This design comes from an exercise in tuning for small area, a short achievable clock period and few clock cycles per item on the open sky130 flow, not from production work. Function was checked by simulation only, so behaviour that the tests miss may differ from the original. Power figures rest on the tool's default switching activity, not on a simulated workload.

Design m64p_unit, start of the top module:
module m64p_unit (
    input  wire        clk,
    input  wire        rst,
    input  wire        in_valid,
    output wire        in_ready,
    input  wire [2:0]  in_kind,
    input  wire [3:0]  in_reg,
    input  wire [63:0] in_data,
    output wire        out_valid,
    output wire [63:0] out_data
);
export LEC_CHECK = 0
export CAP_MARGIN = 30
export CORE_MARGIN = 2
export CORE_UTILIZATION = 30
export GPL_ROUTABILITY_DRIVEN = 1
export PLACE_DENSITY = 0.45
export SLEW_MARGIN = 50
create_clock -name core_clock -period 18.0 [get_ports {clk}]
standard.sh (not shown) runs the stock make flow with config.mk's settings and CLKGATE_MAP_FILE= SYNTH_SCRIPT=/design/flow/synth_recipe.tcl, a recipe that flattens the netlist after the stock synthesis.
==> flow/flow/run.sh <==
#!/bin/bash
set -euo pipefail
cd "$(dirname "$0")/.."
# synthesis .. CTS: the CTS-stage repair aims at about 5.2 ns
bash standard.sh SETUP_SLACK_MARGIN=12.8 cts > flow_to_cts.log 2>&1
# global route .. finish: repair again after global routing
bash standard.sh SETUP_SLACK_MARGIN=12.8 TNS_END_PERCENT=50 finish > flow_to_finish.log 2>&1
The starting point completed, yet does not pass: capacitance limit, slew limit.
Testbench counts at the start, summed over its fixed seeds: cycles 20,648, txns 16,168.
==> next run, changes <==
==> flow/flow/run.sh (replaced) <==
#!/bin/bash
set -euo pipefail
cd "$(dirname "$0")/.."
# synthesis .. CTS: the CTS-stage repair aims at about 5.3 ns
bash standard.sh SETUP_SLACK_MARGIN=12.7 cts > flow_to_cts.log 2>&1
# global route .. finish: repair again after global routing
bash standard.sh SETUP_SLACK_MARGIN=12.7 TNS_END_PERCENT=50 finish > flow_to_finish.log 2>&1
After rerunning: The changed run ran to the end with no violations; sequential power hardly moves; routed wire length drops by a few percent; synthesized cell count is unchanged.
==> next run, changes <==
Settings changed: PLACE_DENSITY 0.45 to 0.5.
Result: Global-route usage came out lower by 1.6 points; sequential share of layout area hardly moves; die area is unchanged; worst setup slack loses 0.16 ns; synthesized area stays the same; routed wire length decreases by 3.5%; sequential power stays flat; final cell count stays flat; maximum frequency drops by 2.7%; clock power came out lower by about 4%; combinational power rises by about 5%.

---

## run F
Starting RTL as in the previous note.
export LEC_CHECK = 0
export CAP_MARGIN = 30
export CORE_MARGIN = 2
export CORE_UTILIZATION = 30
export GPL_ROUTABILITY_DRIVEN = 1
export PLACE_DENSITY = 0.45
export SLEW_MARGIN = 50
create_clock -name core_clock -period 18.0 [get_ports {clk}]
==> flow/flow/run.sh <==
#!/bin/bash
set -euo pipefail
cd "$(dirname "$0")/.."
# synthesis .. CTS: the CTS-stage repair aims at about 5.4 ns
bash standard.sh SETUP_SLACK_MARGIN=12.6 cts > flow_to_cts.log 2>&1
# global route .. finish: repair again after global routing
bash standard.sh SETUP_SLACK_MARGIN=12.6 TNS_END_PERCENT=50 finish > flow_to_finish.log 2>&1
Testbench counts of run F, summed over its fixed seeds: cycles 20,648, txns 16,168.
For run D, these inputs were changed with respect to run F:
# run F
export LEC_CHECK = 0
export CAP_MARGIN = 30
export CORE_MARGIN = 2
export CORE_UTILIZATION = 30
export GPL_ROUTABILITY_DRIVEN = 1
export PLACE_DENSITY = 0.45
export SLEW_MARGIN = 50
create_clock -name core_clock -period 18.0 [get_ports {clk}]
# run D
export LEC_CHECK = 0
export CAP_MARGIN = 30
export CORE_MARGIN = 2
export CORE_UTILIZATION = 30
export GPL_ROUTABILITY_DRIVEN = 1
export PLACE_DENSITY = 0.45
export SLEW_MARGIN = 40
create_clock -name core_clock -period 18.0 [get_ports {clk}]
==> flow/flow/run.sh <==
#!/bin/bash
set -euo pipefail
cd "$(dirname "$0")/.."
# synthesis .. CTS: the CTS-stage repair aims at about 5.3 ns
bash standard.sh SETUP_SLACK_MARGIN=12.7 cts > flow_to_cts.log 2>&1
# global route .. finish: repair again after global routing
bash standard.sh SETUP_SLACK_MARGIN=12.7 TNS_END_PERCENT=50 finish > flow_to_finish.log 2>&1
Looking at run F and run D, the required time at the endpoint of the critical path is a wash. Looking only at post-route cell area, and setting everything else aside, the lower value of run F and run D goes to run F. There was hardly any difference in flip-flop and latch count between run F and run D. Going from run F to run D, routed wire length ~0 delta, last weighted congestion value of the routability-driven placer picked up an extra 0.38%, setup slack higher, portion of total power attributed to combinational logic saw an increase.

---

## old
Another version of the RTL of m64p_unit (not shown whole).
For scale: roughly 17000 cells after synthesis, ~2000 flip-flops, roughly 140 I/O pins, ~0.16 mm^2 of cells after synthesis.
export LEC_CHECK = 0
export CAP_MARGIN = 30
export CORE_MARGIN = 2
export CORE_UTILIZATION = 30
export GPL_ROUTABILITY_DRIVEN = 1
export PLACE_DENSITY = 0.45
export SLEW_MARGIN = 20
create_clock -name core_clock -period 18.0 [get_ports {clk}]
==> flow/flow/run.sh <==
#!/bin/bash
set -euo pipefail
cd "$(dirname "$0")/.."
# synthesis .. CTS: the CTS-stage repair aims at about 5.5 ns
bash standard.sh SETUP_SLACK_MARGIN=12.5 cts > flow_to_cts.log 2>&1
# global route .. finish: repair again after global routing
bash standard.sh SETUP_SLACK_MARGIN=12.5 TNS_END_PERCENT=30 finish > flow_to_finish.log 2>&1
Testbench counts of old, summed over its fixed seeds: cycles 20,648, txns 16,168.
Input-level comparison between new and old:
Settings: changing SLEW_MARGIN from 20 to 50.
### Flow results
Maximum vdd ir drop on new is ahead of old. Cells: new has fewer instances than old. In the flow results for old and new, the number of ordinary and repair buffers in the finished layout is larger on old. Re summed area of non-filler cells in the final layout: new is 0.78% up on old. Compared with old, in new post-route worst hold slack has increased; fraction of area in multi-input gates increased 0.20 points; first-pass GRT wire length -about 0.46%.

-- what the ideal ports hide --
Ports are ideal in the flow. The routed layouts listed here were re-timed in OpenROAD.
Step 1 (the two cells are an assumption about what drives the block):
set clk [get_ports {clk}]
set_driving_cell -lib_cell sky130_fd_sc_hd__clkbuf_16 $clk
set_driving_cell -lib_cell sky130_fd_sc_hd__buf_2 [delete_from_list [all_inputs] $clk]
Step 2 moves the port delays by t, midway between the first and last clock arrival at a register: inputs arrive t later, outputs are due t later. That takes back most of the time a late clock gives input paths.
a / b / c = no drivers / after step 1 / after step 2; a / b = the first two.
| run | shift t [ns] | setup WS [ns] | worst setup path after step 2 | worst register clock-pin slew, ns | cell pins on the clock port's net |
|---|---|---|---|---|---|
| the first run of note 1 | 1.152 | 12.343 / 12.343 / 12.343 | register to register | 0.08 / 0.08 | 1 |
| the second run of note 1 | 1.121 | 12.353 / 12.353 / 12.353 | register to register | 0.07 / 0.07 | 1 |
| the third run of note 1 | 1.154 | 12.198 / 12.198 / 12.143 | input to register | 0.07 / 0.07 | 1 |
| run F | 1.123 | 12.079 / 12.079 / 12.079 | register to register | 0.07 / 0.07 | 1 |
| run D | 1.158 | 12.275 / 12.275 / 12.275 | register to register | 0.07 / 0.07 | 1 |
| old | 1.163 | 11.998 / 11.998 / 11.998 | register to register | 0.09 / 0.09 | 1 |
| new | 1.187 | 12.103 / 12.103 / 12.103 | register to register | 0.09 / 0.09 | 1 |
The setup slack of the third run of note 1, which loses most, moves by 0.000 ns with the drivers and by -0.055 ns with both steps.
